What follows belongs to an exercise in optimizing a design on an open flow for small area; a production flow would make more cautious choices. In this exercise RTL edits were held to simulation tests only and were not proved equivalent to the original. The clock port is modelled as an ideal driver, which makes a skipped or thinned clock tree look cheaper than it is; a real chip needs a root buffer or a tree. No activity file was given, so power comes from the tool's default toggle rates.

## cpusim_core
module cpusim_core (
    input  wire        clk,
    input  wire        rst,         
    output wire [15:0] mem_addr,
    output wire        mem_re,
    output wire        mem_we,
    output wire [15:0] mem_wdata,
    input  wire [15:0] mem_rdata
);
For scale: ~310 cells after synthesis, roughly 140 flip-flops, roughly 52 I/O pins, roughly 0.0037 mm² of cells after synthesis.
==> module cpusim_core, before the edit <==
module cpusim_core (
    input  wire        clk,
    input  wire        rst,         
    output wire [15:0] mem_addr,
    output wire        mem_re,
    output wire        mem_we,
    output wire [15:0] mem_wdata,
    input  wire [15:0] mem_rdata
);
    reg  [4:0]  cnt;
    reg         clr;      
    reg  [31:0] a;        
    reg  [15:0] r1, r2, r3, r4, r6, r7;
    reg         c;        
    reg         z;        
    reg         ldf;      
    wire       h1   = cnt[4];
    wire [3:0] b    = cnt[3:0];
    wire       b15  = (b == 4'd15);
    wire [2:0] op   = r1[2:0];
    wire [2:0] t    = r1[8:6];
    wire [2:0] s    = r1[5:3];      
    wire       cp   = (op == 3'b100);
    wire       alu  = (op == 3'b101);
    wire at16  = (cnt == 5'd16);
    wire ldcap = at16 & (op == 3'b001);
    wire [15:0] r1_d = ((cnt == 5'd0) | ldcap) ? mem_rdata : r1;
    wire r1_bit = r1_d[b];
    wire alu_o, alu_co;
    cpusim_alu u_alu (
        .x  (r2[0]),
        .y  (r3[0]),
        .ci (c),
        .zx (r1_d[11]),
        .nx (r1_d[10]),
        .zy (r1_d[9]),
        .ny (r1_d[8]),
        .f  (r1_d[7]),
        .no (r1_d[6]),
        .out(alu_o),
        .co (alu_co)
    );
    wire alu_en = ~h1 & (r1_d[2:0] == 3'b101);
    wire taken  = alu & (r1[13] == z) & (r1[12] == alu_o);
    wire r0_inc = a[16] ^ c;
    reg src;
    always @(*) begin
        case (s)
            3'd0: src = r0_inc;
            3'd1: src = r1_bit;
            3'd2: src = r2[0];
            3'd3: src = r3[0];
            3'd4: src = r4[0];
            3'd5: src = a[0];
            3'd6: src = r6[0];
            default: src = r7[0];
        endcase
    end
    wire act  = h1 & ~clr & ~ldf;       
    wire cpw  = act & cp;
    wire wr0  = act & ((cp & (t == 3'd0)) | z);    
    wire wr2  = cpw & (t == 3'd2);
    wire wr3  = cpw & (t == 3'd3);
    wire wr4  = cpw & (t == 3'd4);
    wire wr5  = cpw & (t == 3'd5);
    wire wr6  = cpw & (t == 3'd6);
    wire wr7  = cpw & (t == 3'd7);
    wire ld6  = ldf | ldcap;           
    wire win  = act & (b >= 4'd3) & (b <= 4'd10);
    wire sett = win & (op == 3'b011);   
    wire setl = win & (op == 3'b010);   
    assign mem_addr  = a[15:0];
    assign mem_wdata = r7;
    assign mem_we    = at16 & ~clr & (op == 3'b000);
    assign mem_re    = ~mem_we;    
    always @(posedge clk) begin
        cnt <= rst ? 5'd0 : {cnt[4] ^ (&cnt[3:0]), cnt[3] ^ (&cnt[2:0]),
                             cnt[2] ^ (&cnt[1:0]), cnt[1] ^ cnt[0], ~cnt[0]};
        clr <= rst | (clr & (cnt != 5'd31));
        ldf <= ldcap | (ldf & ~b15);
        if (h1) c <= b15 ? 1'b0 : (a[16] & c);
        else    c <= b15 ? ~clr : alu_co;
        if (h1) z <= z | b15;
        else    z <= b15 ? taken : (z & ~alu_o);
        r1 <= r1_d;
        a[14:0]  <= a[15:1];
        a[15]    <= h1 ? (wr0 ? src : r0_inc) : a[16];
        a[30:16] <= a[31:17];
        a[31]    <= clr ? 1'b0 : (wr5 ? src : a[0]);
        r2 <= {clr ? 1'b0 : (wr2 ? src : r2[0]), r2[15:1]};
        r3 <= {clr ? 1'b0 : (wr3 ? src : r3[0]), r3[15:1]};
        r4 <= {clr ? 1'b0 : (alu_en ? alu_o : (wr4 ? src : r4[0])), r4[15:1]};
        r6 <= {clr ? 1'b0 : (ld6 ? r1_bit : (wr6 ? src : r6[0])), r6[15:1]};
        r7[15]   <= clr ? 1'b0 : (wr7 ? src : r7[0]);
        r7[14:13] <= r7[15:14];
        r7[12]   <= sett ? r1_bit : r7[13];
        r7[11:5] <= r7[12:6];
        r7[4]    <= setl ? r1_bit : r7[5];
        r7[3:0]  <= r7[4:1];
    end
endmodule
Settings: LEC_CHECK=0, ABC_AREA=1, CAP_MARGIN=20, CORE_MARGIN=2, CORE_UTILIZATION=80, PLACE_DENSITY=0.85, SLEW_MARGIN=20; clock period 10.0 ns.
standard.sh (not shown) runs the stock make flow with config.mk's settings and CLKGATE_MAP_FILE= SYNTH_SCRIPT=/design/flow/synth_recipe.tcl, a recipe that flattens the netlist after the stock synthesis.
==> flow/flow/run.sh <==
#!/bin/bash
# Own layout flow: the standard flow (standard.sh) with
#  - synthesis as standard (same registers, same names), except that adders
#    are left to ABC (no fa/ha cells) and ABC maps for area with amap; the
#    synthesis is run once per flow/abc_*.script and the smallest result
#    (Yosys's chip area) is kept (synth_choice.log)
#  - one buf_1 on every input and output port
#  - a hand-built clock tree (flow/clock_tree.tcl, run as the PRE_CTS hook):
#    clkbuf leaves, each driving a cluster of flip-flops, the smallest tree
#    whose estimated clock-pin slew is at most 105 ps
# Each step's full output stays in orfs/logs; make's output goes to *.log here.
set -euo pipefail
here=$(pwd)
best=""
best_area=""
: > synth_choice.log
for s in "$here"/flow/abc_*.script; do
  name=$(basename "$s" .script)
  rm -rf "$here/orfs" "$here/scripts_area"
  cp -r "$FLOW_HOME/scripts" "$here/scripts_area"
  cp "$s" "$here/scripts_area/abc_area.script"
  SCRIPTS_DIR="$here/scripts_area" bash standard.sh ADDER_MAP_FILE= synth > "synth_$name.log" 2>&1
  area=$(sed -n "s/.*Chip area for module.*: *\([0-9.]*\).*/\1/p" "$here/orfs/reports/sky130hd/cpusim_core/base/synth_stat.txt" | head -1)
  echo "$name $area" >> synth_choice.log
  if [[ -z "$best" ]] || awk -v a="$area" -v b="$best_area" 'BEGIN { exit !(a < b) }'; then
    best="$name"
    best_area="$area"
    rm -rf "$here/orfs_best"
    mv "$here/orfs" "$here/orfs_best"
  fi
done
rm -rf "$here/orfs" "$here/scripts_area"
mv "$here/orfs_best" "$here/orfs"
echo "kept $best $best_area" >> synth_choice.log
export BUFFER_PORTS_ARGS="-buffer_cell sky130_fd_sc_hd__buf_1"
export PRE_CTS_TCL="$here/flow/clock_tree.tcl"
bash standard.sh finish > layout.log 2>&1
Other scripts of this flow, unchanged in this note and not shown: flow/flow/abc_am5.script, flow/flow/abc_p.script, flow/flow/abc_s14.script, flow/flow/abc_s15.script, flow/flow/abc_s3.script, flow/flow/abc_t2.script, flow/flow/clock_tree.tcl
The first run finished with timing, DRC and antenna clean.
==> next run, changes <==
--- a/flow/design.v
+++ b/flow/design.v
@@ -33,5 +33,4 @@
     reg         c;        
     reg         z;        
-    reg         ldf;      
     wire       h1   = cnt[4];
     wire [3:0] b    = cnt[3:0];
@@ -44,4 +43,5 @@
     wire at16  = (cnt == 5'd16);
     wire ldcap = at16 & (op == 3'b001);
+    wire ldf   = h1 & z & ~r1[0];      
     wire [15:0] r1_d = ((cnt == 5'd0) | ldcap) ? mem_rdata : r1;
     wire r1_bit = r1_d[b];
@@ -85,5 +85,5 @@
     wire wr6  = cpw & (t == 3'd6);
     wire wr7  = cpw & (t == 3'd7);
-    wire ld6  = ldf | ldcap;           
+    wire ld6  = ldf | ldcap;
     wire win  = act & (b >= 4'd3) & (b <= 4'd10);
     wire sett = win & (op == 3'b011);   
@@ -97,10 +97,9 @@
                              cnt[2] ^ (&cnt[1:0]), cnt[1] ^ cnt[0], ~cnt[0]};
         clr <= rst | (clr & (cnt != 5'd31));
-        ldf <= ldcap | (ldf & ~b15);
         if (h1) c <= b15 ? 1'b0 : (a[16] & c);
         else    c <= b15 ? ~clr : alu_co;
-        if (h1) z <= z | b15;
+        if (h1) z <= z | b15 | ldcap;
         else    z <= b15 ? taken : (z & ~alu_o);
-        r1 <= r1_d;
+        r1 <= {r1_d[15:1], r1_d[0] & ~ldcap};
         a[14:0]  <= a[15:1];
         a[15]    <= h1 ? (wr0 ? src : r0_inc) : a[16];
The changed run ran to the end with no violations.
Die area barely changes.
Utilization goes down by 0.14 points.
Clock power barely changes.
Sequential power goes down by about 0.9%.
Design area is about the same.
In every run of this note, the design's own scripts or RTL, not TritonCTS, make the clock network.

[what the ideal ports hide]
How much do the figures lean on ideal ports? The routed layouts below were timed once more, with nothing changed but the port constraints. Step 1: set_driving_cell puts a clkbuf_16 on clk and a buf_2 on each other input, an assumption about the parent block. Step 2 times the ports against the registers' clock, not the clock port: input delays grow and output delays shrink by t, the midpoint of the rising clock arrivals with the driver on. a / b / c = ideal / step 1 / step 2; a / b = the first two.
run | shift t [ns] | setup slack, ns | worst data-port slew with drivers (ns)
the first run | 0.415 | 5.469 / 5.468 / 5.053 | 0.04
the second run | 0.410 | 4.726 / 4.726 / 4.726 | 0.03
After both steps every run listed still meets setup and hold. For the first run, which loses most, drivers alone change the setup slack by -0.001 ns; drivers and shift together by -0.416 ns.
